Background: an optimization exercise with open tools, aiming at a short achievable clock period and few clock cycles. Do not read the settings as production practice.
In this exercise RTL edits were held to simulation tests only and were not proved equivalent to the original.
Power figures rest on the tool's default switching activity, not on a simulated workload.

### design/flow/run.sh
#!/bin/bash
# synth_recipe.tcl (not shown) runs the flow's synth.tcl, then flattens the netlist and writes it again
# the make line also repeats each setting of config.mk as NAME=value (left out here)
make -C /OpenROAD-flow-scripts/flow DESIGN_CONFIG=/design/flow/config.mk WORK_HOME=/design/flow/orfs CLKGATE_MAP_FILE= SYNTH_SCRIPT=/design/flow/synth_recipe.tcl finish
### design/flow/config.mk
export PLATFORM = sky130hd
export DESIGN_NAME = dcpu16_core
export DESIGN_NICKNAME = dcpu16_core
export VERILOG_FILES = /design/flow/design.v
export SDC_FILE = /design/flow/constraint.sdc
export NUM_CORES = 4
export LEC_CHECK = 0
export CAP_MARGIN = 40
export CORE_MARGIN = 2
export CORE_UTILIZATION = 50
export SETUP_SLACK_MARGIN = 4.5
export SLEW_MARGIN = 60
### design/flow/constraint.sdc
create_clock -name core_clock -period 10.0 [get_ports {clk}]
set_input_delay 2.0000 -clock core_clock [delete_from_list [all_inputs] [get_ports {clk}]]
set_output_delay 2.0000 -clock core_clock [all_outputs]
set_load 0.01 [all_outputs]
### design/flow/design.v
module dcpu16_div (
    input  wire        clk,
    input  wire        rst,
    input  wire        start,
    input  wire [15:0] num,
    input  wire [15:0] den,
    output reg         busy,
    output reg  [31:0] quot,
    output reg  [15:0] rem16
);
    reg [15:0] r;
    reg [15:0] n;
    reg [15:0] d;
    reg [19:0] dm [1:15];    
    reg        prep;         
    reg [2:0]  cnt;
    integer    m;
    wire [19:0] s = {r, n[15:12]};
    reg  [20:0] t  [1:15];
    reg  [15:0] ge;
    reg  [3:0]  qd;
    reg  [15:0] rn;
    always @(*) begin
        ge[0] = 1'b1;
        for (m = 1; m < 16; m = m + 1) begin
            t[m]  = {1'b0, s} - {1'b0, dm[m]};
            ge[m] = !t[m][20];
        end
        qd = 4'd0;
        rn = s[15:0];
        for (m = 1; m < 16; m = m + 1)
            if (ge[m]) begin
                qd = m[3:0];
                rn = t[m][15:0];
            end
    end
    always @(posedge clk) begin
        if (rst) begin
            busy  <= 1'b0;
            prep  <= 1'b0;
            cnt   <= 3'd0;
            r     <= 16'd0;
            n     <= 16'd0;
            d     <= 16'd0;
            quot  <= 32'd0;
            rem16 <= 16'd0;
            for (m = 1; m < 16; m = m + 1) dm[m] <= 20'd0;
        end else if (start) begin
            busy <= 1'b1;
            prep <= 1'b1;
            cnt  <= 3'd0;
            r    <= 16'd0;
            n    <= num;
            d    <= den;
            quot <= 32'd0;
        end else if (prep) begin
            prep <= 1'b0;
            for (m = 1; m < 16; m = m + 1)
                dm[m] <= (m[0] ? {4'd0, d} : 20'd0) + (m[1] ? {3'd0, d, 1'b0} : 20'd0) +
                         (m[2] ? {2'd0, d, 2'b0} : 20'd0) + (m[3] ? {1'd0, d, 3'b0} : 20'd0);
        end else if (busy) begin
            r    <= rn;
            n    <= {n[11:0], 4'b0000};
            quot <= {quot[27:0], qd};
            if (cnt == 3'd3)
                rem16 <= rn;
            cnt <= cnt + 3'd1;
            if (cnt == 3'd7)
                busy <= 1'b0;
        end
    end
endmodule
module dcpu16_core (
    input  wire        clk,
    input  wire        rst,
    output reg         mem_req,
    output reg         mem_we,
    output reg  [15:0] mem_addr,
    output reg  [15:0] mem_wdata,
    input  wire        mem_ready,
    input  wire [15:0] mem_rdata,
    output wire        halted,
    output wire        fault,
    input  wire [3:0]  dbg_sel,
    output reg  [15:0] dbg_data
);
    localparam OP_SET = 5'h01, OP_ADD = 5'h02, OP_SUB = 5'h03, OP_MUL = 5'h04,
               OP_MLI = 5'h05, OP_DIV = 5'h06, OP_DVI = 5'h07, OP_MOD = 5'h08,
               OP_MDI = 5'h09, OP_AND = 5'h0A, OP_BOR = 5'h0B, OP_XOR = 5'h0C,
               OP_SHR = 5'h0D, OP_ASR = 5'h0E, OP_SHL = 5'h0F, OP_IFB = 5'h10,
               OP_IFC = 5'h11, OP_IFE = 5'h12, OP_IFN = 5'h13, OP_IFG = 5'h14,
               OP_IFA = 5'h15, OP_IFL = 5'h16, OP_IFU = 5'h17, OP_ADX = 5'h1A,
               OP_SBX = 5'h1B, OP_STI = 5'h1E, OP_STD = 5'h1F;
    localparam X_MUL = 2'd0,   
               X_DST = 2'd1,   
               X_DIV = 2'd2,   
               X_EX  = 2'd3;   
    localparam R_SP = 4'd8, R_PC = 4'd9, R_EX = 4'd10;
    reg [15:0] gpr [0:7];
    reg [15:0] pc, sp, ex;
    reg        skip;
    reg [31:0] cycles;
    reg        halt_r, fault_r;
    reg [15:0] q0, q1, q2, q3, q4, q5;   
    reg [5:0]  qp0, qp1, qp2, qp3, qp4, qp5;   
    reg [2:0]  qn;               
    reg [15:0] fa;               
    reg        fpend;            
    reg        ic_v   [0:31];
    reg [10:0] ic_tag [0:31];
    reg [15:0] ic_d   [0:31];
    reg        fl_any;           
    reg [15:0] fl_addr;          
    reg        cw_v;             
    reg [15:0] cw_addr, cw_data;  
    reg        wb_v;
    reg [15:0] wb_addr, wb_data;
    reg        r_v;
    reg [4:0]  r_op;
    reg        r_jsr, r_amem, r_bread, r_bmem, r_breg_v, r_setpc;
    reg [3:0]  r_breg;
    reg [15:0] r_aaddr, r_baddr, r_va, r_vb, r_pcn;
    reg [7:0]  r_wmask;
    reg        r_wex, r_block;
    reg        r_aiss, r_biss;   
    reg        capa, capb;       
    reg        x_v;
    reg [1:0]  xs;
    reg [4:0]  x_op;
    reg        x_jsr, x_bmem, x_breg_v;
    reg [3:0]  x_breg;
    reg [15:0] x_baddr, va, vb, x_pcn;
    reg [7:0]  x_wmask;
    reg        x_wex, x_block;
    reg [31:0] pp0, pp1, pp2;
    reg [15:0] ma, mb;       
    reg        m_signed;
    integer i;
    function needs_nw(input [5:0] c);
        needs_nw = (c >= 6'h10 && c <= 6'h17) || c == 6'h1A || c == 6'h1E || c == 6'h1F;
    endfunction
    function [5:0] pd(input [15:0] w);
        reg [5:0] c;
        reg [4:0] b, o;
        reg basic, mv, amem;
        begin
            c = w[15:10]; b = w[9:5]; o = w[4:0];
            basic = o != 5'd0;
            mv    = basic && (o == 5'h01 || o == 5'h1E || o == 5'h1F);
            amem  = (c >= 6'h08 && c <= 6'h1A) || c == 6'h1E;
            pd[5] = w == 16'h7F81;
            pd[4] = w == 16'h7C20;
            pd[3] = needs_nw(c);
            pd[2] = basic && needs_nw({1'b0, b});
            pd[1] = c == 6'h18 || c == 6'h19 || c == 6'h1E;
            pd[0] = basic && !mv && !amem && (b == 5'h19 || b == 5'h1E);
        end
    endfunction
    function ifcond(input [4:0] o, input [15:0] b, input [15:0] a);
        case (o)
            OP_IFB: ifcond = (b & a) != 16'd0;
            OP_IFC: ifcond = (b & a) == 16'd0;
            OP_IFE: ifcond = b == a;
            OP_IFN: ifcond = b != a;
            OP_IFG: ifcond = b > a;
            OP_IFA: ifcond = $signed(b) > $signed(a);
            OP_IFL: ifcond = b < a;
            default: ifcond = $signed(b) < $signed(a);
        endcase
    endfunction
    function [3:0] cost(input basic, input [4:0] o);
        if (!basic) cost = 4'd3;                         
        else case (o)
            OP_SET: cost = 4'd1;
            OP_ADD, OP_SUB, OP_MUL, OP_MLI: cost = 4'd2;
            OP_DIV, OP_DVI, OP_MOD, OP_MDI: cost = 4'd3;
            OP_AND, OP_BOR, OP_XOR, OP_SHR, OP_ASR, OP_SHL: cost = 4'd1;
            OP_ADX, OP_SBX: cost = 4'd3;
            OP_STI, OP_STD: cost = 4'd2;
            default: cost = 4'd2;                        
        endcase
    endfunction
    wire [4:0] d_o     = q0[4:0];
    wire [4:0] d_bc    = q0[9:5];
    wire [5:0] d_ac    = q0[15:10];
    wire       d_basic = d_o != 5'd0;
    wire       d_halt  = !d_basic && d_bc == 5'd0;
    wire       d_jsr   = !d_basic && d_bc == 5'd1;
    wire       d_legal = d_basic ? !(d_o == 5'h18 || d_o == 5'h19 || d_o == 5'h1C || d_o == 5'h1D)
                                 : d_jsr;
    wire       d_cond  = d_basic && d_o >= OP_IFB && d_o <= OP_IFU;
    wire       d_move  = d_basic && (d_o == OP_SET || d_o == OP_STI || d_o == OP_STD);
    wire       d_na    = qp0[3];
    wire       d_nb    = qp0[2];
    wire [1:0] d_nt    = {d_na & d_nb, d_na ^ d_nb};
    wire [2:0] d_len   = {1'b0, d_na | d_nb, !(d_na ^ d_nb)};
    wire       d_avail = qn >= 3'd3 || (qn == 3'd2 && !(d_na && d_nb)) ||
                         (qn == 3'd1 && !d_na && !d_nb);
    wire [15:0] d_nwa  = q1;
    wire [15:0] d_nwb  = d_na ? q2 : q1;
    wire [15:0] pc_p1  = pc + 16'd1;
    wire [15:0] pc_p2  = pc + 16'd2;
    wire [15:0] pc_p3  = pc + 16'd3;
    wire [15:0] d_pcn  = (d_na && d_nb) ? pc_p3 : (d_na || d_nb) ? pc_p2 : pc_p1;
    wire       d_pop   = d_ac == 6'h18;
    wire       d_push  = d_basic && d_bc == 5'h18;
    wire [15:0] sp_p1  = sp + 16'd1;
    wire [15:0] sp_m1  = sp - 16'd1;
    wire [15:0] d_spadj = (d_pop && !d_push) ? sp_p1 : (d_push && !d_pop) ? sp_m1 : sp;
    reg        da_mem;
    reg [15:0] da_addr, da_val;
    wire [15:0] da_base = d_ac == 6'h1A ? sp : gpr[d_ac[2:0]];
    wire [15:0] da_sum  = da_base + d_nwa;
    always @(*) begin
        da_mem  = 1'b1;
        da_addr = gpr[d_ac[2:0]];
        da_val  = gpr[d_ac[2:0]];
        if (d_ac <= 6'h07)      da_mem = 1'b0;
        else if (d_ac <= 6'h0F) da_addr = gpr[d_ac[2:0]];
        else if (d_ac <= 6'h17) da_addr = da_sum;
        else if (d_ac == 6'h18) da_addr = sp;
        else if (d_ac == 6'h19) da_addr = sp;
        else if (d_ac == 6'h1A) da_addr = da_sum;
        else if (d_ac == 6'h1B) begin da_mem = 1'b0; da_val = d_spadj; end
        else if (d_ac == 6'h1C) begin da_mem = 1'b0; da_val = d_pcn; end
        else if (d_ac == 6'h1D) begin da_mem = 1'b0; da_val = ex; end
        else if (d_ac == 6'h1E) da_addr = d_nwa;
        else if (d_ac == 6'h1F) begin da_mem = 1'b0; da_val = d_nwa; end
        else begin da_mem = 1'b0; da_val = (d_ac[4:0] == 5'd0) ? 16'hFFFF : {11'd0, d_ac[4:0] - 5'd1}; end
    end
    reg        db_mem, db_reg;
    reg [3:0]  db_regn;
    reg [15:0] db_addr, db_val;
    wire [15:0] db_base = d_bc == 5'h1A ? sp : gpr[d_bc[2:0]];
    wire [15:0] db_sum  = db_base + d_nwb;
    always @(*) begin
        db_mem  = 1'b1;
        db_reg  = 1'b0;
        db_regn = {1'b0, d_bc[2:0]};
        db_addr = gpr[d_bc[2:0]];
        db_val  = gpr[d_bc[2:0]];
        if (d_bc <= 5'h07)      begin db_mem = 1'b0; db_reg = 1'b1; end
        else if (d_bc <= 5'h0F) db_addr = gpr[d_bc[2:0]];
        else if (d_bc <= 5'h17) db_addr = db_sum;
        else if (d_bc == 5'h18) db_addr = sp_m1;
        else if (d_bc == 5'h19) db_addr = sp;
        else if (d_bc == 5'h1A) db_addr = db_sum;
        else if (d_bc == 5'h1B) begin db_mem = 1'b0; db_reg = 1'b1; db_regn = R_SP; db_val = d_spadj; end
        else if (d_bc == 5'h1C) begin db_mem = 1'b0; db_reg = 1'b1; db_regn = R_PC; db_val = d_pcn; end
        else if (d_bc == 5'h1D) begin db_mem = 1'b0; db_reg = 1'b1; db_regn = R_EX; db_val = ex; end
        else if (d_bc == 5'h1E) db_addr = d_nwb;
        else begin db_mem = 1'b0; db_val = d_nwb; end    
    end
    wire [7:0] d_rmask = ((d_ac <= 6'h17) ? (8'd1 << d_ac[2:0]) : 8'd0)
                       | ((d_basic && (d_bc >= 5'h08 || !d_move) && d_bc <= 5'h17) ? (8'd1 << d_bc[2:0]) : 8'd0);
    wire       d_rex   = d_ac == 6'h1D || (d_basic && !d_move && d_bc == 5'h1D);
    wire       d_wb_bmem = d_basic && !d_cond && db_mem;
    wire       d_wb_reg  = d_basic && !d_cond && db_reg;
    wire       d_ex_op   = d_o == OP_ADD || d_o == OP_SUB || d_o == OP_MUL || d_o == OP_MLI ||
                           d_o == OP_DIV || d_o == OP_DVI || d_o == OP_SHR || d_o == OP_ASR ||
                           d_o == OP_SHL || d_o == OP_ADX || d_o == OP_SBX;
    wire [7:0] d_wmask = ((d_wb_reg && !db_regn[3]) ? (8'd1 << db_regn[2:0]) : 8'd0)
                       | ((d_basic && (d_o == OP_STI || d_o == OP_STD)) ? 8'hC0 : 8'd0);
    wire       d_wex   = d_basic && ((d_ex_op) || (d_wb_reg && db_regn == R_EX));
    wire       d_block = !d_basic || d_cond ||
                         (d_wb_reg && (db_regn == R_SP || db_regn == R_PC));
    wire       d_early_br = d_basic && d_o == OP_SET && d_bc == 5'h1C && !da_mem;
    wire       d_if_early = d_cond && (d_ac <= 6'h07 || d_ac >= 6'h1F) &&
                            (d_bc <= 5'h07 || d_bc == 5'h1F);
    wire [15:0] ca = d_ac <= 6'h07 ? gpr[d_ac[2:0]] : d_ac == 6'h1F ? d_nwa :
                     (d_ac[4:0] == 5'd0) ? 16'hFFFF : {11'd0, d_ac[4:0] - 5'd1};
    wire [15:0] cb = d_bc <= 5'h07 ? gpr[d_bc[2:0]] : d_nwb;
    wire       d_jsr_early = d_jsr && !da_mem;
    wire       d_local = d_early_br || d_if_early || d_jsr_early;
    wire       d_if_true = ifcond(d_o, cb, ca);
    wire       d_mul   = d_basic && (d_o == OP_MUL || d_o == OP_MLI);
    wire       d_div   = d_basic && d_o >= OP_DIV && d_o <= OP_MDI;
    wire       d_bread = db_mem && !d_move && d_basic;
    wire       d_reads = da_mem || d_bread;
    wire [1:0] d_xs    = d_mul ? X_MUL : d_div ? X_DST : X_EX;
    wire       d_setpc = d_basic && d_o == OP_SET && d_bc == 5'h1C;
    wire       stopped  = halt_r || fault_r;
    wire       ex_go    = x_v && xs == X_EX && !(wb_v && (x_bmem || x_jsr));
    wire       x_free   = !x_v || ex_go;
    wire       r_wanta  = r_v && r_amem && !r_aiss;
    wire       r_wantb  = r_v && r_bread && !r_biss && !r_wanta;
    wire [15:0] r_addr  = r_wanta ? r_aaddr : r_baddr;
    wire       r_conf   = x_v && x_bmem && r_addr == x_baddr;    
    wire       r_req    = (r_wanta || r_wantb) && !wb_v;
    wire       r_acc    = r_req && !r_conf && mem_ready;
    wire       r_done   = r_v && (!r_amem || r_aiss) && (!r_bread || r_biss);
    wire       r_redir  = r_done && r_setpc;                     
    wire       r_cond   = r_op >= OP_IFB && r_op <= OP_IFU && !r_jsr;
    wire       r_ifdone = r_done && r_cond;                      
    wire       r_xfer   = r_done && !r_setpc && !r_cond && x_free;
    wire [15:0] r_va_now = capa ? mem_rdata : r_va;
    wire [15:0] r_vb_now = capb ? mem_rdata : r_vb;
    wire       blocked  = (r_v && r_block) || (x_v && x_block);
    wire       hazard   = (x_v && ((d_rmask & x_wmask) != 8'd0 || (d_rex && x_wex))) ||
                          (r_v && ((d_rmask & r_wmask) != 8'd0 || (d_rex && r_wex)));
    wire [15:0] wb_off  = wb_addr - pc;
    wire       xw_c     = x_baddr == pc || ((d_na || d_nb) && x_baddr == pc_p1) ||
                          (d_na && d_nb && x_baddr == pc_p2);
    wire       rw_c     = r_baddr == pc || ((d_na || d_nb) && r_baddr == pc_p1) ||
                          (d_na && d_nb && r_baddr == pc_p2);
    wire       wb_c     = wb_addr == pc || ((d_na || d_nb) && wb_addr == pc_p1) ||
                          (d_na && d_nb && wb_addr == pc_p2);
    wire       pw_hit   = (x_v && x_bmem && xw_c) || (r_v && r_bmem && rw_c) || (wb_v && wb_c);
    wire [3:0] nq       = {1'b0, qn} + {3'd0, fpend};
    wire       wr_hit   = wb_v && wb_off[15:3] == 13'd0 && {1'b0, wb_off[2:0]} < nq;
    wire       pend_w   = (x_v && x_bmem) || (r_v && r_bmem);
    wire       jsr_wait = d_jsr_early && (wb_v || pend_w || r_v);
    wire       d_stop   = qn != 3'd0 && (d_halt || !d_legal);
    wire       to_x     = !d_reads && !r_v && x_free;
    wire       r_free   = !r_v || r_xfer;
    wire       r_if_true = ifcond(r_op, r_vb_now, r_va_now);
    wire       dest_ok  = d_local || to_x || r_free;
    wire       dec_go   = !stopped && qn != 3'd0 && !d_halt && d_legal && d_avail &&
                          !blocked && !pw_hit &&
                          (skip || (!hazard && !jsr_wait && dest_ok));
    wire       dec_exec = dec_go && !skip;                        
    wire       dec_x    = dec_exec && !d_local && to_x;           
    wire       dec_r    = dec_exec && !d_local && !to_x;          
    wire       stop_go  = !stopped && d_stop && !r_v && !x_v && !wb_v;
    wire       ef       = (qp0[5] || (qp0[4] && !pend_w)) &&
                          qn >= 3'd2 && !skip && !stopped && !wb_v && !blocked &&
                          !pend_w && !r_wanta && !r_wantb;
    wire       er_acode = qp0[1] && (!d_na || qn >= 3'd2);
    wire       er_bcode = qp0[0] && (!d_nb || qn >= (d_na ? 3'd3 : 3'd2));
    wire       er       = (er_acode || er_bcode) && d_avail && qn != 3'd0 && !skip && !stopped &&
                          !wb_v && !r_wanta && !r_wantb && !pend_w;
    wire [15:0] er_addr = er_acode ? (d_ac[1] ? q1 : sp) : (d_bc[1] ? d_nwb : sp);
    wire        div_signed = x_op == OP_DVI || x_op == OP_MDI;
    wire        neg_b      = div_signed && vb[15];
    wire        neg_a      = div_signed && va[15];
    wire [15:0] div_num    = neg_b ? 16'd0 - vb : vb;
    wire [15:0] div_den    = neg_a ? 16'd0 - va : va;
    wire        div_start  = x_v && xs == X_DST && va != 16'd0;
    wire        div_busy;
    wire [31:0] div_quot;
    wire [15:0] div_rem;
    dcpu16_div u_div (
        .clk   (clk),
        .rst   (rst),
        .start (div_start),
        .num   (div_num),
        .den   (div_den),
        .busy  (div_busy),
        .quot  (div_quot),
        .rem16 (div_rem)
    );
    wire signed [16:0] mul_a  = {m_signed && ma[15], ma};
    wire signed [6:0]  mul_b0 = {1'b0, mb[5:0]};
    wire signed [6:0]  mul_b1 = {1'b0, mb[11:6]};
    wire signed [4:0]  mul_b2 = {m_signed && mb[15], mb[15:12]};
    wire signed [23:0] pp0_t  = mul_a * mul_b0;
    wire signed [23:0] pp1_t  = mul_a * mul_b1;
    wire signed [21:0] pp2_t  = mul_a * mul_b2;
    wire [31:0] mul_t = pp0 + {pp1[25:0], 6'd0} + {pp2[19:0], 12'd0};
    reg  [15:0] alu_res;
    reg  [15:0] alu_ex;
    reg         alu_ex_we;
    reg         alu_cond;
    wire [16:0] add_t  = {1'b0, vb} + {1'b0, va};
    wire [16:0] sub_t  = {1'b0, vb} - {1'b0, va};
    wire [17:0] adx_t  = {2'b0, vb} + {2'b0, va} + {2'b0, ex};
    wire [17:0] sbx_t  = {2'b0, vb} - {2'b0, va} + {2'b0, ex};
    wire        sh_big  = va >= 16'd32;
    wire [31:0] shr_t   = {vb, 16'h0000} >> va[4:0];
    wire [31:0] shl_t   = {16'h0000, vb} << va[4:0];
    wire signed [15:0] asr_s = $signed(vb) >>> va[3:0];
    wire [15:0] asr_r   = va >= 16'd16 ? {16{vb[15]}} : asr_s;
    wire        div_neg = neg_a ^ neg_b;
    always @(*) begin
        alu_res   = va;
        alu_ex    = 16'd0;
        alu_ex_we = 1'b0;
        alu_cond  = 1'b1;
        case (x_op)
            OP_SET, OP_STI, OP_STD: alu_res = va;
            OP_ADD: begin alu_res = add_t[15:0]; alu_ex = {15'd0, add_t[16]}; alu_ex_we = 1'b1; end
            OP_SUB: begin alu_res = sub_t[15:0]; alu_ex = {16{sub_t[16]}};    alu_ex_we = 1'b1; end
            OP_MUL, OP_MLI: begin
                alu_res = mul_t[15:0]; alu_ex = mul_t[31:16]; alu_ex_we = 1'b1;
            end
            OP_DIV: begin
                alu_ex_we = 1'b1;
                if (va == 16'd0) begin alu_res = 16'd0; alu_ex = 16'd0; end
                else begin alu_res = div_quot[31:16]; alu_ex = div_quot[15:0]; end
            end
            OP_DVI: begin
                alu_ex_we = 1'b1;
                if (va == 16'd0) begin alu_res = 16'd0; alu_ex = 16'd0; end
                else begin
                    alu_res = div_neg ? 16'd0 - div_quot[31:16] : div_quot[31:16];
                    alu_ex  = div_neg ? 16'd0 - div_quot[15:0]  : div_quot[15:0];
                end
            end
            OP_MOD: alu_res = va == 16'd0 ? 16'd0 : div_rem;
            OP_MDI: alu_res = va == 16'd0 ? 16'd0 : (neg_b ? 16'd0 - div_rem : div_rem);
            OP_AND: alu_res = vb & va;
            OP_BOR: alu_res = vb | va;
            OP_XOR: alu_res = vb ^ va;
            OP_SHR: begin
                alu_ex_we = 1'b1;
                alu_res = sh_big ? 16'd0 : shr_t[31:16];
                alu_ex  = sh_big ? 16'd0 : shr_t[15:0];
            end
            OP_ASR: begin
                alu_ex_we = 1'b1;
                alu_res = asr_r;
                alu_ex  = sh_big ? 16'd0 : shr_t[15:0];
            end
            OP_SHL: begin
                alu_ex_we = 1'b1;
                alu_res = sh_big ? 16'd0 : shl_t[15:0];
                alu_ex  = sh_big ? 16'd0 : shl_t[31:16];
            end
            OP_IFB, OP_IFC, OP_IFE, OP_IFN, OP_IFG, OP_IFA, OP_IFL, OP_IFU:
                alu_cond = ifcond(x_op, vb, va);
            OP_ADX: begin
                alu_res = adx_t[15:0]; alu_ex = adx_t[17:16] != 2'd0 ? 16'd1 : 16'd0; alu_ex_we = 1'b1;
            end
            OP_SBX: begin
                alu_res = sbx_t[15:0]; alu_ex_we = 1'b1;
                if (sbx_t[17])      alu_ex = 16'hFFFF;
                else if (sbx_t[16]) alu_ex = 16'h0001;
                else                alu_ex = 16'h0000;
            end
            default: ;
        endcase
    end
    wire x_cond = x_op >= OP_IFB && x_op <= OP_IFU;
    wire fetch_en = !stopped && ({1'b0, qn} + {3'd0, fpend}) <= 4'd5;
    always @(*) begin
        mem_req   = 1'b0;
        mem_we    = 1'b0;
        mem_addr  = fa;
        mem_wdata = wb_data;
        if (wb_v) begin
            mem_req = 1'b1; mem_we = 1'b1; mem_addr = wb_addr;
        end else if (r_req) begin
            mem_req = 1'b1; mem_addr = r_addr;
        end else if (ef) begin
            mem_req = 1'b1; mem_addr = q1;
        end else if (er) begin
            mem_req = 1'b1; mem_addr = er_addr;
        end else if (fetch_en) begin
            mem_req = 1'b1; mem_addr = fa;
        end
    end
    wire wr_acc    = wb_v && mem_ready;
    wire ef_acc    = ef && !r_req && mem_ready;
    wire [15:0] ic_fa   = ic_d[fa[4:0]];
    wire        ic_hfa  = ic_v[fa[4:0]] && ic_tag[fa[4:0]] == fa[15:5];
    wire [15:0] ic_tg   = ic_d[q1[4:0]];
    wire        ic_htg  = ic_v[q1[4:0]] && ic_tag[q1[4:0]] == q1[15:5];
    wire [15:0] fa1     = fa + 16'd1;
    wire [4:0]  fa1i    = fa[4:0] + 5'd1;           
    wire [10:0] fa_tg1  = fa[15:5] + 11'd1;         
    wire [15:0] ic_fa1  = ic_d[fa1i];
    wire        ic_hfa1 = ic_v[fa1i] && ic_tag[fa1i] == ((fa[4:0] == 5'h1F) ? fa_tg1 : fa[15:5]);
    wire        chit    = ic_hfa && !wb_v && !cw_v && !stopped && ({1'b0, qn} + {3'd0, fpend}) <= 4'd5;
    wire        chit2   = chit && ic_hfa1 && ({1'b0, qn} + {3'd0, fpend}) <= 4'd4;
    wire        ef_hit  = ef && ic_htg && !cw_v;
    wire er_acc    = er && !r_req && !ef && mem_ready;
    wire fetch_acc = !wb_v && !r_req && !ef && !er && fetch_en && mem_ready;
    assign halted = halt_r;
    assign fault  = fault_r;
    wire [15:0] dsel = 16'd1 << dbg_sel;
    always @(*) begin
        dbg_data = ({16{dsel[0]}}  & gpr[0]) | ({16{dsel[1]}}  & gpr[1]) |
                   ({16{dsel[2]}}  & gpr[2]) | ({16{dsel[3]}}  & gpr[3]) |
                   ({16{dsel[4]}}  & gpr[4]) | ({16{dsel[5]}}  & gpr[5]) |
                   ({16{dsel[6]}}  & gpr[6]) | ({16{dsel[7]}}  & gpr[7]) |
                   ({16{dsel[8]}}  & pc)     | ({16{dsel[9]}}  & sp)     |
                   ({16{dsel[10]}} & ex)     | ({16{dsel[11]}} & cycles[15:0]) |
                   ({16{dsel[12]}} & cycles[31:16]);
    end
    wire       ex_br    = ex_go && (x_jsr || (x_breg_v && x_breg == R_PC && !x_cond));
    wire [15:0] ex_tgt  = x_jsr ? va : alu_res;
    wire       dec_br   = dec_exec && (d_early_br || d_jsr_early);
    wire       flush    = ex_br || r_redir || dec_br || wr_hit;
    wire [15:0] flush_to = ex_br ? ex_tgt : r_redir ? r_va_now : dec_br ? da_val :
                           dec_go ? d_pcn : pc;
    wire [3:0] qb    = {1'b0, qn} + {3'd0, fpend};
    wire [3:0] qb_m3 = qb - 4'd3, qb_m2 = qb - 4'd2, qb_m1 = qb - 4'd1;
    wire [3:0] qb_p1 = qb + 4'd1, qb_p2 = qb + 4'd2;
    wire [3:0] qn_c0 = chit2 ? qb_p2 : chit ? qb_p1 : qb;       
    wire [3:0] qn_c1 = chit2 ? qb_p1 : chit ? qb    : qb_m1;
    wire [3:0] qn_c2 = chit2 ? qb    : chit ? qb_m1 : qb_m2;
    wire [3:0] qn_c3 = chit2 ? qb_m1 : chit ? qb_m2 : qb_m3;
    wire [3:0] qn_nx = !dec_go ? qn_c0 : (d_na && d_nb) ? qn_c3 : (d_na || d_nb) ? qn_c2 : qn_c1;
    wire [15:0] qarr [0:8];
    assign qarr[0] = q0; assign qarr[1] = q1; assign qarr[2] = q2; assign qarr[3] = q3;
    assign qarr[4] = q4; assign qarr[5] = q5; assign qarr[6] = mem_rdata; assign qarr[7] = mem_rdata; assign qarr[8] = mem_rdata;
    wire [15:0] qc [0:8];
    wire [15:0] qnx [0:5];
    wire [5:0]  qparr [0:8];
    wire [5:0]  qpc [0:8];
    wire [5:0]  qpnx [0:5];
    wire [5:0]  pd_rd  = pd(mem_rdata);
    wire [5:0]  pd_ic  = pd(ic_fa);
    wire [5:0]  pd_ic1 = pd(ic_fa1);
    assign qparr[0] = qp0; assign qparr[1] = qp1; assign qparr[2] = qp2; assign qparr[3] = qp3;
    assign qparr[4] = qp4; assign qparr[5] = qp5; assign qparr[6] = pd_rd; assign qparr[7] = pd_rd; assign qparr[8] = pd_rd;
    genvar g;
    generate
        for (g = 0; g < 9; g = g + 1) begin : g_qc
            assign qc[g] = (g < qn) ? qarr[g] :
                           (fpend && g == qn) ? mem_rdata :
                           (g == qn + fpend) ? ic_fa : ic_fa1;
        end
        for (g = 0; g < 6; g = g + 1) begin : g_qnx
            assign qnx[g] = !dec_go ? qc[g] :
                            d_len == 3'd1 ? qc[g + 1] :
                            d_len == 3'd2 ? qc[g + 2] : qc[g + 3];
        end
        for (g = 0; g < 9; g = g + 1) begin : g_qpc
            assign qpc[g] = (g < qn) ? qparr[g] :
                            (fpend && g == qn) ? pd_rd :
                            (g == qn + fpend) ? pd_ic : pd_ic1;
        end
        for (g = 0; g < 6; g = g + 1) begin : g_qpnx
            assign qpnx[g] = !dec_go ? qpc[g] :
                             d_len == 3'd1 ? qpc[g + 1] :
                             d_len == 3'd2 ? qpc[g + 2] : qpc[g + 3];
        end
    endgenerate
    always @(posedge clk) begin
        if (rst) begin
            for (i = 0; i < 32; i = i + 1) ic_v[i] <= 1'b0;
        end else if (cw_v) begin
            ic_v[cw_addr[4:0]]   <= 1'b1;
        end else if (fl_any) begin
            ic_v[fl_addr[4:0]]   <= 1'b1;
        end
    end
    always @(posedge clk) begin
        if (cw_v) begin
            ic_tag[cw_addr[4:0]] <= cw_addr[15:5];
            ic_d[cw_addr[4:0]]   <= cw_data;
        end else if (fl_any) begin
            ic_tag[fl_addr[4:0]] <= fl_addr[15:5];
            ic_d[fl_addr[4:0]]   <= mem_rdata;
        end
    end
    always @(posedge clk) begin
        if (rst) begin
            fl_any <= 1'b0; fl_addr <= 16'd0;
            cw_v <= 1'b0; cw_addr <= 16'd0; cw_data <= 16'd0;
            q0 <= 16'd0; q1 <= 16'd0; q2 <= 16'd0; q3 <= 16'd0; q4 <= 16'd0; q5 <= 16'd0;
            qp0 <= 6'd0; qp1 <= 6'd0; qp2 <= 6'd0; qp3 <= 6'd0; qp4 <= 6'd0; qp5 <= 6'd0;
            qn <= 3'd0; fa <= 16'd0; fpend <= 1'b0;
        end else begin
            q0 <= (flush && ef_hit) ? ic_tg : qnx[0];
            qp0 <= (flush && ef_hit) ? pd(ic_tg) : qpnx[0];
            qp1 <= qpnx[1]; qp2 <= qpnx[2]; qp3 <= qpnx[3]; qp4 <= qpnx[4]; qp5 <= qpnx[5];
            q1 <= qnx[1];
            q2 <= qnx[2];
            q3 <= qnx[3];
            q4 <= qnx[4];
            q5 <= qnx[5];
            fl_any  <= fetch_acc || ef_acc;
            cw_v    <= wr_acc;
            cw_addr <= wb_addr;
            cw_data <= wb_data;
            fl_addr <= ef ? q1 : fa;
            if (flush) begin
                if (ef_hit) begin
                    qn    <= 3'd1;
                    fpend <= 1'b0;
                    fa    <= q1 + 16'd1;
                end else begin
                    qn    <= 3'd0;
                    fpend <= ef_acc;
                    fa    <= ef_acc ? q1 + 16'd1 : flush_to;
                end
            end else begin
                qn    <= qn_nx[2:0];
                fpend <= fetch_acc && !chit;
                if (chit2) fa <= fa + 16'd2;
                else if (fetch_acc || chit) fa <= fa1;
            end
        end
    end
    always @(posedge clk) begin
        if (rst) begin
            for (i = 0; i < 8; i = i + 1) gpr[i] <= 16'd0;
            pc      <= 16'd0;
            sp      <= 16'd0;
            ex      <= 16'd0;
            skip    <= 1'b0;
            cycles  <= 32'd0;
            halt_r  <= 1'b0;
            fault_r <= 1'b0;
            wb_v    <= 1'b0;
            wb_addr <= 16'd0;
            wb_data <= 16'd0;
            r_v     <= 1'b0;
            r_op    <= 5'd0;
            r_jsr   <= 1'b0;
            r_amem  <= 1'b0;
            r_bread <= 1'b0;
            r_bmem  <= 1'b0;
            r_breg_v <= 1'b0;
            r_setpc <= 1'b0;
            r_breg  <= 4'd0;
            r_aaddr <= 16'd0;
            r_baddr <= 16'd0;
            r_va    <= 16'd0;
            r_vb    <= 16'd0;
            r_pcn   <= 16'd0;
            r_wmask <= 8'd0;
            r_wex   <= 1'b0;
            r_block <= 1'b0;
            r_aiss  <= 1'b0;
            r_biss  <= 1'b0;
            capa    <= 1'b0;
            capb    <= 1'b0;
            x_v     <= 1'b0;
            xs      <= X_EX;
            x_op    <= 5'd0;
            x_jsr   <= 1'b0;
            x_bmem  <= 1'b0;
            x_breg_v <= 1'b0;
            x_breg  <= 4'd0;
            x_baddr <= 16'd0;
            va      <= 16'd0;
            vb      <= 16'd0;
            x_pcn   <= 16'd0;
            x_wmask <= 8'd0;
            x_wex   <= 1'b0;
            x_block <= 1'b0;
            pp0     <= 32'd0;
            pp1     <= 32'd0;
            pp2     <= 32'd0;
            ma      <= 16'd0;
            mb      <= 16'd0;
            m_signed <= 1'b0;
        end else begin
            if (stop_go) begin
                if (d_halt) halt_r  <= 1'b1;
                else        fault_r <= 1'b1;
            end
            if (wr_acc) wb_v <= 1'b0;
            capa <= (r_acc && r_wanta) || (er_acc && dec_r && er_acode);
            capb <= (r_acc && !r_wanta) || (er_acc && dec_r && !er_acode);
            if (r_acc) begin
                if (r_wanta) r_aiss <= 1'b1;
                else         r_biss <= 1'b1;
            end
            if (capa) r_va <= mem_rdata;
            if (capb) r_vb <= mem_rdata;
            if (r_redir) begin
                r_v <= 1'b0;
                pc  <= r_va_now;
            end
            if (r_xfer) r_v <= 1'b0;
            if (r_ifdone) begin
                r_v <= 1'b0;
                if (!r_if_true) skip <= 1'b1;
            end
            case (xs)
                X_MUL: if (x_v) begin
                    pp0 <= {{8{pp0_t[23]}}, pp0_t};
                    pp1 <= {{8{pp1_t[23]}}, pp1_t};
                    pp2 <= {{10{pp2_t[21]}}, pp2_t};
                    xs  <= X_EX;
                end
                X_DST: if (x_v) xs <= va != 16'd0 ? X_DIV : X_EX;
                X_DIV: if (x_v && !div_busy) xs <= X_EX;
                default: ;
            endcase
            if (ex_go) begin
                x_v <= 1'b0;
                if (x_jsr) begin
                    sp      <= sp_m1;
                    wb_v    <= 1'b1;
                    wb_addr <= sp_m1;
                    wb_data <= x_pcn;
                    pc      <= va;
                end else if (x_cond) begin
                    if (!alu_cond) skip <= 1'b1;
                end else begin
                    if (x_breg_v) begin
                        case (x_breg)
                            R_SP:    sp <= alu_res;
                            R_PC:    pc <= alu_res;
                            R_EX:    ex <= alu_res;
                            default: gpr[x_breg[2:0]] <= alu_res;
                        endcase
                    end
                    if (x_bmem) begin
                        wb_v    <= 1'b1;
                        wb_addr <= x_baddr;
                        wb_data <= alu_res;
                    end
                    if (alu_ex_we) ex <= alu_ex;
                    if (x_op == OP_STI || x_op == OP_STD) begin
                        gpr[6] <= ((x_breg_v && x_breg == 4'd6) ? va : gpr[6])
                                  + (x_op == OP_STI ? 16'd1 : 16'hFFFF);
                        gpr[7] <= ((x_breg_v && x_breg == 4'd7) ? va : gpr[7])
                                  + (x_op == OP_STI ? 16'd1 : 16'hFFFF);
                    end
                end
            end
            if (r_xfer || dec_x) x_v <= 1'b1;
            if (r_xfer) begin
                xs       <= (r_op == OP_MUL || r_op == OP_MLI) && !r_jsr ? X_MUL :
                            (r_op >= OP_DIV && r_op <= OP_MDI && !r_jsr) ? X_DST : X_EX;
                x_op     <= r_op;
                x_jsr    <= r_jsr;
                x_bmem   <= r_bmem;
                x_breg_v <= r_breg_v;
                x_breg   <= r_breg;
                x_baddr  <= r_baddr;
                va       <= r_va_now;
                vb       <= r_vb_now;
                if ((r_op == OP_MUL || r_op == OP_MLI) && !r_jsr) begin
                    ma       <= r_va_now;
                    mb       <= r_vb_now;
                    m_signed <= r_op == OP_MLI;
                end
                x_pcn    <= r_pcn;
                x_wmask  <= r_wmask;
                x_wex    <= r_wex;
                x_block  <= r_block;
            end
            if (dec_go) begin
                if (skip) begin
                    pc     <= d_pcn;
                    skip   <= d_cond;
                    cycles <= cycles + 32'd1;
                end else begin
                    cycles <= cycles + {30'd0, d_nt} + {28'd0, cost(d_basic, d_o)};
                    sp     <= d_jsr_early ? sp_m1 : d_spadj;
                    pc     <= (d_early_br || d_jsr_early) ? da_val : d_pcn;
                    if (d_if_early && !d_if_true) skip <= 1'b1;
                    if (d_jsr_early) begin
                        wb_v    <= 1'b1;
                        wb_addr <= sp_m1;
                        wb_data <= d_pcn;
                    end
                end
            end
            if (x_free && !r_xfer) begin
                xs       <= d_xs;
                x_op     <= d_o;
                x_jsr    <= !d_basic;
                x_bmem   <= d_wb_bmem;
                x_breg_v <= d_wb_reg;
                x_breg   <= db_regn;
                x_baddr  <= db_addr;
                va       <= da_val;
                vb       <= db_val;
                if (d_mul && dec_x) begin
                    ma       <= da_val;
                    mb       <= db_val;
                    m_signed <= d_o == OP_MLI;
                end
                x_pcn    <= d_pcn;
                x_wmask  <= d_wmask;
                x_wex    <= d_wex;
                x_block  <= d_block;
            end
            if (dec_r) r_v <= 1'b1;
            if (!r_v || r_xfer || r_redir || r_ifdone) begin
                r_op     <= d_o;
                r_jsr    <= !d_basic;
                r_amem   <= da_mem;
                r_bread  <= d_bread;
                r_bmem   <= d_wb_bmem;
                r_breg_v <= d_wb_reg;
                r_breg   <= db_regn;
                r_setpc  <= d_setpc && da_mem;
                r_aaddr  <= da_addr;
                r_baddr  <= db_addr;
                r_va     <= da_val;
                r_vb     <= db_val;
                r_pcn    <= d_pcn;
                r_wmask  <= d_wmask;
                r_wex    <= d_wex;
                r_block  <= d_block;
                r_aiss   <= er_acc && er_acode;
                r_biss   <= er_acc && !er_acode;
            end
        end
    end
endmodule
==> results.ini, run 1 <==
[hold_path]
hold_path_depth = 2
worstHoldPathType = register to register

[synthesis]
ys_ff_latch = 1891
syn_nets = 17500
ys.flop_type = edfxtp_1
ys_types = 102
syn_inst = 16500
yosysSeqAreaShare = 0.313
syn_area_mm2 = 0.152
synth_area_per_cell_um2 = 9.26
yosys_warnings = 4
synth-edff-count = 992
async_flop_share = 0

[critical_path]
critPathCaptureType = register
rr_worst_depth = 17
crit_type = register to register
cp.arrival_ns = 6.41
path_cells = inv_1 -> ha_1 -> nor3_1 -> o21bai_1 -> a21oi_1 -> o211ai_1 -> nand4_1 -> a311oi_1 -> nand4_1 -> buf_4 -> nor2_4 -> buf_6 -> o21ai_0 -> nor2_1 -> o22ai_1 -> o311ai_0 -> o22ai_1
cp_max_fo = 41
start_kind = register
critPathRequiredTime_ns = 10.85
slowest_delay_ns = 0.49
slowest_stage = o311ai_0

[clock_network]
hold_buffers = 0
cts_inserted_buffers = 222
clk_pin_slew_worst_paths_ns = 0.07
cts_tree = done
clk_path_buf_depth = 4
cts_root_buffer = clkbuf_16
h-tree-depth = 4
worstSkewPairLatency_ns = 1.03
clock_sinks = 1891

[grt]
antenna_found_initial = 43
grt_usage = 0.451
grt_pass1_wl_mm = 1000
gr-total-overflow = 0
grt_max_degree = 86
grt_pass1_vias = 132000

[drt]
via_per_inst = 6.99
firstDrtPassIters = 9
routedWlPerCell_um = 35.0
drc_errors = 0
first_iter_violations = 19100
vias = 143000
drt-total-wl_mm = 718
drtAntennaViolNets = 0

[timing]
fin_ws_ns = 4.44
timing.final.hold_violations = 0
maxSlewViolCount = 0
setup_tns_ns = 0
clock_skew_ns = 0.0964
rsz0062_at_grt = true
max-slew-margin-rel = 0.517
fin_crit_ns = 5.56
worst_pin_slew_ns = 0.719
max_clock_freq_ghz = 0.180
post-route-period-util = 0.556
setup_viol = 0
timing.hold.ws_ns = 0.452

[flow_run]
maxCapViolCount = 0

[floorplanning]
fp.dieH_um = 556
ios = 75
dieArea_mm2 = 0.309
die_w_um = 556
rows = 202
start_util = 0.503
core_area_mm2 = 0.303

[power_and_ir_drop]
ir_worst_vdd_uv = 224
leakagePower_nw = 64.2
power_per_cell_area_mw_per_mm2 = 294

[finish]
layout_commonest_cell = nand2_1
nets = 17300
syn_to_final_growth_pct = 13.0
layout_common_cells = nand2_1 (1,739), nor2_1 (1,614), a21oi_1 (1,271), edfxtp_1 (992), mux4_2 (880)
regArea_mm2 = 0.0480
stdcell_area_mm2 = 0.172
final_layout_size_suffix_gt1_frac = 0.180
nFillCells = 26900
multiInputGateArea_mm2 = 0.101

[placed_design]
hpwlAfterDp_mm = 513
dpl_cell_area_mm2 = 0.161
io_buffers = 74
dpl_worst_slack_ns = 3.18
routabilityCongestion = 1.08

[status]
status = no timing/DRC/antenna violations

==> worst max-delay path, delay by kind of cell, from the launching register on <==
| kind | cells | cell delay, ns |
|---|---|---|
| buffers and inverters | 3 | 0.92 |
| adder cells (fa/ha/maj) | 1 | 0.48 |
| flip-flops | 1 | 0.42 |
| AND/OR/NAND/NOR | 5 | 1.02 |
| AO/OA/AOI/OAI | 8 | 2.52 |
==> area by class of cell <==
type / instances / share of cell area
Antenna cell: 29 / 0.000421
Clock buffer: 268 / 0.0345
Clock inverter: 146 / 0.0103
Inverter: 664 / 0.0148
Multi-Input combinational cell: 12700 / 0.587
Sequential cell: 1891 / 0.279
Tap cell: 3978 / 0.0289
Timing Repair Buffer: 814 / 0.0454
==> metal layers <==
layer | up-vias | part of all wire | wire, µm | track usage
li1 | 61100 | - | - | -
met1 | 69800 | 0.36 | 258000 | 0.553
met2 | 9484 | 0.43 | 311000 | 0.681
met3 | 2660 | 0.11 | 75400 | 0.101
met4 | 30 | 0.10 | 72800 | 0.373
met5 | - | 0.00026 | 186 | 0
==> report_power, final <==
group          total (W)  switching (W)  internal [W]
logic             0.0318         0.0205        0.0113
clock network    0.00880        0.00376       0.00504
registers         0.0101        0.00101       0.00905
==> flip-flops by register name (all words and copies together), names as in the netlist, 20 cells and up, named ones only <==
| signal | count |
|---|---|
| ic_tag | 352 |
| gpr | 128 |
| pp0 | 24 |
| pp2 | 20 |
| ic_d | 512 |
| u_div.dm | 135 |
| ic_v | 32 |
| cycles | 32 |
| u_div.quot | 32 |
| pp1 | 24 |
==> logic make-up after synthesis <==
kind of cell,count (synthesis),synth area share
adder cells (fa/ha/maj),1020,0.0952
XOR/XNOR,757,0.0437
flip-flops,1891,0.313
buffers and inverters,1893,0.0486
AO/OA/AOI/OAI,4369,0.184
multiplexers,1346,0.162
AND/OR/NAND/NOR,5197,0.153
==> final timing paths <==
path | from | slack (ns) | endpoint
hold / removal | u_div.dm[15][6]$_SDFFE_PP0P_ | 0.45 | u_div.dm[15][6]$_SDFFE_PP0P_
setup / recovery | q0[11]$_SDFFE_PP0N_ | 4.44 | fa[13]$_SDFFE_PP0N_
setup reg to reg | q0[11]$_SDFFE_PP0N_ | 4.44 | fa[13]$_SDFFE_PP0N_
hold reg to reg | u_div.dm[15][6]$_SDFFE_PP0P_ | 0.45 | u_div.dm[15][6]$_SDFFE_PP0P_
==> cell usage after synthesis, types with 50 or more instances <==
cell         n  area share
a21o_1     174      0.0086
mux2_2     132      0.0097
and2_1     205      0.0084
a211oi_1   476       0.023
a31oi_1    118      0.0048
edfxtp_1   992        0.20
mux2i_1    333       0.022
a222oi_1    50      0.0033
ha_1       786       0.065
buf_2      111      0.0036
a221oi_1   136      0.0078
nor3_1     368       0.012
nand4_1    100      0.0041
nor2_1    1698       0.042
nor4_1      87      0.0036
a22oi_1    111      0.0055
nand3_1    296      0.0097
or3_1       96      0.0039
nor2b_1    143      0.0059
dfxtp_1    899        0.12
fa_1       234       0.031
mux4_2     881        0.13
o21bai_1    58      0.0029
o21ai_0    794       0.026
xor2_1     264       0.015
inv_1      651       0.016
xnor2_1    491       0.028
o21a_1     109      0.0054
o211ai_1   173      0.0085
a21oi_1   1335       0.044
nand2b_1   112      0.0046
or2_2       55      0.0023
nand2_1   1781       0.044
buf_1      104      0.0026
o22ai_1    194      0.0080
o31ai_1     68      0.0033
o221ai_1    51      0.0029
a311oi_1    65      0.0037
and3_1      83      0.0034
clkbuf_1   983       0.024
==> metrics by stage <==
stage          utilization  total power (W)  cells
3_3_place_gp         0.522           0.0388  19800
4_1_cts              0.562           0.0487  20400
6_report             0.568           0.0506  20500
2_1_floorplan            -           0.0281  16500
5_1_grt              0.568           0.0520  20500
3_5_place_dp         0.532           0.0395  19900
==> repair_timing <==
| item | CTS | global route |
|---|---|---|
| gates resized for setup | 336 | 227 |
| endpoints found under the hold margin | 0 | 0 |
| endpoints found under the setup margin | 174 | 139 |
| setup buffers | 45 | 41 |
| pin swaps | 56 | 73 |
| cloned | 6 | 6 |
Testbench counts, summed over its fixed seeds: cycles 89,710.
==> run 2, diff against run 1 <==
--- a/design/flow/config.mk
+++ b/design/flow/config.mk
@@ -10,2 +10,3 @@
 export CORE_UTILIZATION = 50
+export PLACE_DENSITY = 0.7
 export SETUP_SLACK_MARGIN = 4.5
==> results.ini, run 2 <==
[floorplanning]
fp.dieH_um = 556
rows = 202
start_util = 0.503
dieArea_mm2 = 0.309
core_area_mm2 = 0.303
ios = 75
die_w_um = 556

[hold_path]
hold_start = u_div.dm[15][11]$_SDFFE_PP0P_
worstHoldPathType = register to register

[placed_design]
io_buffers = 74
dpl_worst_slack_ns = 3.17
hpwlAfterDp_mm = 496
dpl_cell_area_mm2 = 0.161
routabilityCongestion = 1.10

[drt]
drtAntennaViolNets = 0
firstDrtPassIters = 9
routedWlPerCell_um = 34.9
vias = 146000
first_iter_violations = 20900
via_per_inst = 7.11
drt-total-wl_mm = 715
drc_errors = 0

[grt]
grt_usage = 0.448
grt_pass1_wl_mm = 1000
grt_pass1_vias = 136000
antenna_found_initial = 48
grt_max_degree = 91
gr-total-overflow = 0

[synthesis]
ys_types = 102
post-synth-top-area-cell = edfxtp_1
syn_nets = 17500
synth_most_common_cell = nand2_1
syn_area_mm2 = 0.152
synth_area_per_cell_um2 = 9.26
ys.flop_type = edfxtp_1
synth_top_area_frac = 0.195
syn_inst = 16500
async_flop_share = 0
yosysSeqAreaShare = 0.313
yosys_warnings = 4
synth-edff-count = 992
ys_ff_latch = 1891
synthTopCellsByArea = edfxtp_1 (20%), mux4_2 (13%), dfxtp_1 (12%)
synth_common_cells = nand2_1 (1,781), nor2_1 (1,698), a21oi_1 (1,335)

[finish]
stdcell_area_mm2 = 0.172
multiInputGateArea_mm2 = 0.101
final_layout_size_suffix_gt1_frac = 0.179
layout_commonest_cell = nand2_1
nFillCells = 26200
regArea_mm2 = 0.0480
syn_to_final_growth_pct = 13.0
largest_reg_flops = 512
nets = 17300
layout_common_cells = nand2_1 (1,735), nor2_1 (1,612), a21oi_1 (1,279), edfxtp_1 (992), mux4_2 (881)

[timing]
worst_pin_slew_ns = 0.699
post-route-period-util = 0.563
rsz0062_at_grt = true
max-slew-margin-rel = 0.534
clock_skew_ns = 0.145
setup_viol = 0
timing.final.hold_violations = 0
maxSlewViolCount = 0
fin_ws_ns = 4.37
fin_crit_ns = 5.63
max_clock_freq_ghz = 0.178
setup_tns_ns = 0

[clock_network]
worstSkewPairLatency_ns = 1.03
clk_pin_slew_worst_paths_ns = 0.07
cts_inserted_buffers = 218
clock_sinks = 1891
cts_tree = done
cts_root_buffer = clkbuf_16
h-tree-depth = 4
clk_path_buf_depth = 4

[power_and_ir_drop]
ir_worst_vdd_uv = 246
leakagePower_nw = 64.2
power_per_cell_area_mw_per_mm2 = 294

[flow_run]
maxCapViolCount = 0

[critical_path]
cp.arrival_ns = 3.63
critPathRequiredTime_ns = 8.00
start_kind = register
crit_type = register to primary output
crit_path_start = qp0[3]$_SDFFE_PP0N_
critPathCaptureType = primary output
cp_max_fo = 17
rr_startpoint = q0[11]$_SDFFE_PP0N_

[status]
status = no timing/DRC/antenna violations

-- run 2: changes by cell type in the layout (fill, tap and decap cells not counted), sizes merged, moves of 2 or more --
| cell | delta |
|---|---|
| bufinv | -2 |
| clkdlybuf4s18 | +2 |
| diode | +5 |
| clkdlybuf4s15 | -2 |
| dlymetal6s2s | -2 |
| clkinvlp | -17 |
| bufbuf | +6 |
| inv | -3 |
| buf | +4 |
| or2 | -2 |
-- run 2: per-layer routing --
metal	track usage	wire length (µm)
met1	0.537	246000
met5	0	43
met2	0.661	302000
met4	0.404	79600
met3	0.116	86900
-- run 2: metrics by stage --
stage	utilization	hold WS (ns)	cells	total power, W
final	0.568	0.452	20500	0.0506
after global routing	0.568	0.469	20400	0.0518
after CTS	0.562	0.451	20400	0.0484
after detailed placement	0.532	0.443	19900	0.0393
after global placement	0.522	0.439	19800	0.0383
after floorplan	-	0.427	16500	0.0281
-- run 2: cell families (layout without fill, tap and decap cells) --
family / Yosys count / after routing / share of synthesized area
adder cells (fa/ha/maj): 1020 / 1020 / 0.0952
buffers and inverters: 1893 / 1879 / 0.0486
AO/OA/AOI/OAI: 4369 / 4369 / 0.184
multiplexers: 1346 / 1346 / 0.162
XOR/XNOR: 757 / 757 / 0.0437
flip-flops: 1891 / 1891 / 0.313
AND/OR/NAND/NOR: 5197 / 5199 / 0.153
other: 0 / 34 / 0
-- run 2: area by class of cell --
type,instances,area share
well taps,3978,0.0289
clock buffers,274,0.0342
clock inverters,125,0.00920
flip-flops and latches,1891,0.279
diodes,34,0.000494
inverters,664,0.0148
multi-input cells,12700,0.587
repair buffers,816,0.0468
-- run 2: final timing paths --
kind	endpoint	slack, ns	cells past startpoint
worst max-delay path	mem_addr[0]	4.37	13
worst min-delay path	u_div.dm[15][11]$_SDFFE_PP0P_	0.45	2
worst max register to register	ma[10]$_SDFF_PP0_	4.48	18
worst min register to register	u_div.dm[15][11]$_SDFFE_PP0P_	0.45	2
-- run 2: power breakdown --
| group | internal (W) | leakage, nW | switching (W) | total (W) |
|---|---|---|---|---|
| clock network | 0.00492 | 3.65 | 0.00372 | 0.00863 |
| registers | 0.00905 | 16.5 | 0.00101 | 0.0101 |
| logic | 0.0114 | 44.0 | 0.0206 | 0.0319 |
-- run 2: what timing repair did --
item / 4_1_cts / 5_1_grt
setup endpoints to repair: 192 / 181
gates cloned: 11 / 6
setup buffers: 55 / 32
pin swaps: 50 / 69
gates resized for setup: 348 / 222
hold buffers: 0 / 0
-- run 2: worst max-delay path: stages (launching register included) --
cell and delay (ns):
dfxtp_4 0.37, ha_1 0.22, buf_6 0.18, inv_8 0.15, o22ai_1 0.12, a21boi_2 0.28
nand2_4 0.15, buf_12 0.19, nor3_4 0.13, a211oi_2 0.07, nor3_2 0.23, nor3_2 0.08
a21oi_4 0.35, buf_6 0.17
==> run 3, diff against run 2 <==
--- a/design/flow/config.mk
+++ b/design/flow/config.mk
@@ -7,7 +7,6 @@
 export LEC_CHECK = 0
-export CAP_MARGIN = 40
+export CAP_MARGIN = 60
 export CORE_MARGIN = 2
 export CORE_UTILIZATION = 50
-export PLACE_DENSITY = 0.7
-export SETUP_SLACK_MARGIN = 4.5
-export SLEW_MARGIN = 60
+export SETUP_SLACK_MARGIN = 4.7
+export SLEW_MARGIN = 80
==> results.ini, run 3 <==
[grt]
grt_usage = 0.467
grt_pass1_vias = 142000
antenna_found_initial = 52
grt_pass1_wl_mm = 1040
gr-total-overflow = 0
grt_max_degree = 49

[finish]
largest_reg_flops = 512
layout_commonest_cell = nand2_1
syn_to_final_growth_pct = 31.1
final_layout_size_suffix_gt1_frac = 0.314
stdcell_area_mm2 = 0.200
layout_common_cells = nand2_1 (1,662), nor2_1 (1,511), a21oi_1 (1,111), edfxtp_1 (992), mux4_2 (866)
nets = 18600
nFillCells = 23700

[timing]
maxSlewViolCount = 0
max_clock_freq_ghz = 0.182
worst_pin_slew_ns = 0.436
max-slew-margin-rel = 0.709
setup_tns_ns = 0
timing.final.hold_violations = 0
setup_viol = 0
fin_crit_ns = 5.48
clock_skew_ns = 0.127
rsz0062_at_grt = true
post-route-period-util = 0.548

[drt]
drt-total-wl_mm = 744
vias = 152000
first_iter_violations = 20800
via_per_inst = 6.96
drc_errors = 0
routedWlPerCell_um = 34.2
firstDrtPassIters = 28
drtAntennaViolNets = 0

[synthesis]
ys_ff_latch = 1891
yosysSeqAreaShare = 0.313
synth_most_common_cell = nand2_1
yosys_warnings = 4
async_flop_share = 0
synth-edff-count = 992
ys_types = 102
synthTopCellsByArea = edfxtp_1 (20%), mux4_2 (13%), dfxtp_1 (12%)
synth_area_per_cell_um2 = 9.26
post-synth-top-area-cell = edfxtp_1
syn_inst = 16500
ys.flop_type = edfxtp_1
synth_common_cells = nand2_1 (1,781), nor2_1 (1,698), a21oi_1 (1,335)
synth_top_area_frac = 0.195
syn_nets = 17500
syn_area_mm2 = 0.152

[floorplanning]
ios = 75
start_util = 0.503
fp.dieH_um = 556
core_area_mm2 = 0.303
dieArea_mm2 = 0.309
rows = 202
die_w_um = 556

[critical_path]
start_kind = register
crit_type = register to primary output
reg2reg_slack_ns = 4.57
cp_max_fo = 6
critPathRequiredTime_ns = 8.00
cp.arrival_ns = 3.48
critPathCaptureType = primary output

[power_and_ir_drop]
leakagePower_nw = 74.6
finalPower_w = 0.0581
power_per_cell_area_mw_per_mm2 = 291
ir_worst_vdd_uv = 219

[clock_network]
hold_buffers = 0
cts_inserted_buffers = 220
cts_tree = done
clk_path_buf_depth = 4
clock_sinks = 1891
cts_root_buffer = clkbuf_16
worstSkewPairLatency_ns = 1.02
clk_pin_slew_worst_paths_ns = 0.06
h-tree-depth = 4

[status]
status = no timing/DRC/antenna violations

[hold_path]
worstHoldPathType = register to register

[flow_run]
maxCapViolCount = 0

[placed_design]
dpl_cell_area_mm2 = 0.183
routabilityCongestion = 1.09
io_buffers = 74
hpwlAfterDp_mm = 548

==> run 3: cell counts after synthesis <==
Identical to the previous run, type by type.
==> run 3: final timing paths <==
| check | depth (start not counted) | startpoint | end |
|---|---|---|---|
| setup / recovery | 15 | qp0[3]$_SDFFE_PP0N_ | mem_addr[14] |
| setup reg to reg | 21 | fa[1]$_SDFFE_PP0N_ | qp0[3]$_SDFFE_PP0N_ |
| hold reg to reg | 2 | u_div.dm[13][7]$_SDFFE_PP0P_ | u_div.dm[13][7]$_SDFFE_PP0P_ |
| hold / removal | 2 | u_div.dm[13][7]$_SDFFE_PP0P_ | u_div.dm[13][7]$_SDFFE_PP0P_ |
==> run 3: logic make-up (layout without fill, tap and decap cells) <==
logic type               count (synthesis)  after routing  share of synthesized area
AO/OA/AOI/OAI                         4369           4369                      0.184
XOR/XNOR                               757            757                     0.0437
adder cells (fa/ha/maj)               1020           1020                     0.0952
buffers and inverters                 1893           3187                     0.0486
flip-flops                            1891           1891                      0.313
multiplexers                          1346           1346                      0.162
other                                    0             36                          0
AND/OR/NAND/NOR                       5197           5197                      0.153
==> run 3: routing by layer <==
layer  GRT usage  wire length, µm  vias to the layer above
met1       0.547           254000                    73300
met3       0.142            89700                     3592
met4       0.412            82200                       20
met2       0.692           317000                    10900
met5     0.00563              307                        -
li1            -                -                    63700
==> run 3: through the flow <==
stage | utilization | std cells | hold WS [ns] | setup slack [ns]
3_3_place_gp | 0.522 | 19800 | 0.439 | 3.17
6_report | 0.660 | 21800 | 0.450 | 4.52
4_1_cts | 0.638 | 21500 | 0.451 | 4.59
3_5_place_dp | 0.603 | 20900 | 0.444 | 2.17
5_1_grt | 0.659 | 21800 | 0.469 | 4.43
2_1_floorplan | - | 16500 | 0.427 | 4.72
==> run 3: layout make-up <==
type / count / area (µm²) / area share
Antenna cell: 36 / 90.1 / 0.000451
Clock buffer: 278 / 5980 / 0.0299
Clock inverter: 136 / 1500 / 0.00751
Inverter: 664 / 2650 / 0.0132
Multi-Input combinational cell: 12700 / 113000 / 0.565
Sequential cell: 1891 / 48300 / 0.242
Tap cell: 3978 / 4980 / 0.0249
Timing Repair Buffer: 2109 / 23400 / 0.117
==> run 3: worst max-delay path: stages, from the launching register on <==
cell and delay (ns):
dfxtp_4 0.36, buf_12 0.13, ha_4 0.25, inv_2 0.04, a21boi_4 0.16, o31ai_4 0.09, buf_6 0.15, a21oi_4 0.16
nand2_4 0.09, buf_12 0.14, buf_16 0.13, o311ai_4 0.21, o211ai_1 0.12, o21ai_1 0.11, mux2_4 0.26, buf_6 0.13
==> run 3: what timing repair did <==
item                       in CTS  in global routing
gates resized for setup       743                405
pin swaps                     140                256
gates cloned                   15                  7
setup buffers                 175                193
setup endpoints to repair     224                123
==> run 3: where the power goes <==
| part | total (W) | leakage [nW] | switching (W) | internal (W) |
|---|---|---|---|---|
| Sequential | 0.0100 | 16.6 | 0.000956 | 0.00908 |
| Clock | 0.00853 | 3.64 | 0.00374 | 0.00480 |
| Combinational | 0.0395 | 54.4 | 0.0235 | 0.0160 |
==> run 4, diff against run 3 <==
--- a/design/flow/config.mk
+++ b/design/flow/config.mk
@@ -10,2 +10,3 @@
 export CORE_UTILIZATION = 50
+export PLACE_DENSITY = 0.7
 export SETUP_SLACK_MARGIN = 4.7
==> results.ini, run 4 <==
[floorplanning]
fp.dieH_um = 556
start_util = 0.503
rows = 202
core_area_mm2 = 0.303
ios = 75
die_w_um = 556
dieArea_mm2 = 0.309

[finish]
layout_common_cells = nand2_1 (1,671), nor2_1 (1,522), a21oi_1 (1,117), edfxtp_1 (992), mux4_2 (867)
largest_reg_flops = 512
final_layout_size_suffix_gt1_frac = 0.311
layout_commonest_cell = nand2_1
syn_to_final_growth_pct = 31.3
stdcell_area_mm2 = 0.200
nets = 18600

[synthesis]
post-synth-top-area-cell = edfxtp_1
yosysSeqAreaShare = 0.313
ys.flop_type = edfxtp_1
syn_nets = 17500
yosys_warnings = 4
synthTopCellsByArea = edfxtp_1 (20%), mux4_2 (13%), dfxtp_1 (12%)
synth_area_per_cell_um2 = 9.26
ys_types = 102
syn_inst = 16500
ys_ff_latch = 1891
async_flop_share = 0
synth_common_cells = nand2_1 (1,781), nor2_1 (1,698), a21oi_1 (1,335)
synth-edff-count = 992
syn_area_mm2 = 0.152
synth_most_common_cell = nand2_1
synth_top_area_frac = 0.195

[drt]
first_iter_violations = 26100
via_per_inst = 7.31
drc_errors = 0
drtAntennaViolNets = 0
firstDrtPassIters = 14
vias = 159000
drt-total-wl_mm = 791
routedWlPerCell_um = 36.3

[critical_path]
start_kind = primary input
crit_type = primary input to primary output
path_cells = buf_12 -> buf_4 -> nor3_4 -> buf_6 -> buf_6 -> a222oi_1 -> buf_2 -> dlymetal6s4s_1 -> nand3_4 -> buf_6
cp.arrival_ns = 3.57
cp_num_buf_inv = 7
path_common_cell = buf_6
critPathCaptureType = primary output
slowest_delay_ns = 0.27
slowest_stage = nor3_4
crit_family = buffers and inverters
cp_max_fo = 6
critPathRequiredTime_ns = 8.00

[timing]
fin_crit_ns = 5.57
max_clock_freq_ghz = 0.179
max-slew-margin-rel = 0.564
setup_viol = 0
clock_skew_ns = 0.148
maxSlewViolCount = 0
rsz0062_at_grt = true
setup_tns_ns = 0
timing.final.hold_violations = 0
worst_pin_slew_ns = 0.641
post-route-period-util = 0.557

[power_and_ir_drop]
power_per_cell_area_mw_per_mm2 = 297
leakagePower_nw = 74.9
ir_worst_vdd_uv = 260

[clock_network]
cts_inserted_buffers = 217
h-tree-depth = 4
hold_buffers = 0
clock_sinks = 1891
cts_tree = done
clk_path_buf_depth = 4
worstSkewPairLatency_ns = 1.05
clk_pin_slew_worst_paths_ns = 0.06
cts_root_buffer = clkbuf_16

[hold_path]
worstHoldPathType = register to register

[placed_design]
hpwlAfterDp_mm = 540
io_buffers = 74
dpl_cell_area_mm2 = 0.181
routabilityCongestion = 1.12

[grt]
grt_pass1_wl_mm = 1070
gr-total-overflow = 0
grt_usage = 0.478
grt_max_degree = 47
grt_pass1_vias = 147000
antenna_found_initial = 44

[flow_run]
maxCapViolCount = 0

[status]
status = no timing/DRC/antenna violations

run 4: kinds of logic after synthesis:
family | count (synthesis) | synth area share
adder cells (fa/ha/maj) | 1020 | 0.0952
flip-flops | 1891 | 0.313
AO/OA/AOI/OAI | 4369 | 0.184
XOR/XNOR | 757 | 0.0437
AND/OR/NAND/NOR | 5197 | 0.153
multiplexers | 1346 | 0.162
buffers and inverters | 1893 | 0.0486
run 4: path summary, 6_finish.rpt:
check,endpoint,slack (ns),startpoint,depth (start not counted)
setup / recovery,dbg_data[7],4.43,dbg_sel[2],10
hold / removal,u_div.dm[13][17]$_SDFFE_PP0P_,0.45,u_div.dm[13][17]$_SDFFE_PP0P_,2
setup reg to reg,register,4.61,fa[1]$_SDFFE_PP0N_,18
hold reg to reg,u_div.dm[13][17]$_SDFFE_PP0P_,0.45,u_div.dm[13][17]$_SDFFE_PP0P_,2
run 4: what timing repair did:
| action | 4_1_cts | 5_1_grt |
|---|---|---|
| setup buffers | 224 | 168 |
| gates cloned | 19 | 11 |
| pin swaps | 183 | 238 |
| gates resized for setup | 757 | 378 |
| endpoints found under the setup margin | 444 | 212 |
run 4: per-stage QoR:
step	cells	setup WS, ns	utilization	hold WS, ns	total power, W
floorplan	16500	4.72	-	0.427	0.0281
detailed placement	20800	2.22	0.599	0.443	0.0446
CTS	21400	4.44	0.637	0.451	0.0546
finish	21800	4.43	0.661	0.451	0.0595
global route	21700	4.39	0.660	0.462	0.0603
global placement	19800	3.14	0.522	0.438	0.0382
run 4: routing by layer:
metal / track usage / up-vias / wire length (µm)
met5: 0.00547 / - / 695
met4: 0.450 / 39 / 100000
met3: 0.160 / 5187 / 115000
met2: 0.693 / 14700 / 323000
met1: 0.554 / 75300 / 252000
li1: - / 63700 / -
run 4: worst reg2reg max path, delay by kind of cell, from the launching register on:
family          cells  cell delay (ns)
fa+ha+maj           1             0.31
flops               1             0.38
simple gates        2             0.21
compound gates      6             1.05
buf+inv             6             1.83
mux                 3             1.52
run 4: power breakdown:
group / internal, W / switching, W / total [W] / leakage [nW]
Clock: 0.00493 / 0.00385 / 0.00878 / 3.64
Combinational: 0.0161 / 0.0245 / 0.0406 / 54.7
Sequential: 0.00909 / 0.00110 / 0.0102 / 16.6
Total: 0.0301 / 0.0294 / 0.0595 / 74.9
run 4: layout make-up:
type	instances	area, µm²
multi-input combinational	12700	113000
timing repair buffer	2102	23800
inverter	664	2610
antenna	26	65.1
sequential	1891	48400
fill	22400	103000
clock inverter	121	1440
clock buffer	283	6080
tap	3978	4980

[afterwards: timing with drivers on the ports]
The flow's constraints put no driver on any port. The routed layouts listed below were extracted and timed again, unchanged, in two steps. Step 1 sets driving cells, clkbuf_16 on the clock port and buf_2 on the other inputs (assumed; they add their load-dependent delay and slew). Step 2 also shifts input and output timing later by t, the mid clock arrival at the registers, as if the neighbouring blocks saw the same clock. Three values: ideal ports, drivers, drivers and shift; two values: the first two.
run | t, ns | setup slack, ns | hold WS [ns] | clock arrival spread, ns | pins driven straight from the clock port
run 1 | 1.088 | 4.442 / 4.327 / 3.979 | 0.452 / 0.452 / 0.452 | 0.132 / 0.132 | 1
run 2 | 1.054 | 4.373 / 4.271 / 3.848 | 0.452 / 0.452 / 0.452 | 0.156 / 0.157 | 1
run 3 | 1.063 | 4.519 / 4.405 / 3.992 | 0.450 / 0.450 / 0.450 | 0.138 / 0.138 | 1
run 4 | 1.097 | 4.425 / 4.328 / 4.062 | 0.451 / 0.451 / 0.451 | 0.154 / 0.154 | 1
After both steps every run listed still meets setup and hold. The setup slack of run 3, which loses most, moves by -0.114 ns with the drivers and by -0.527 ns with both steps.
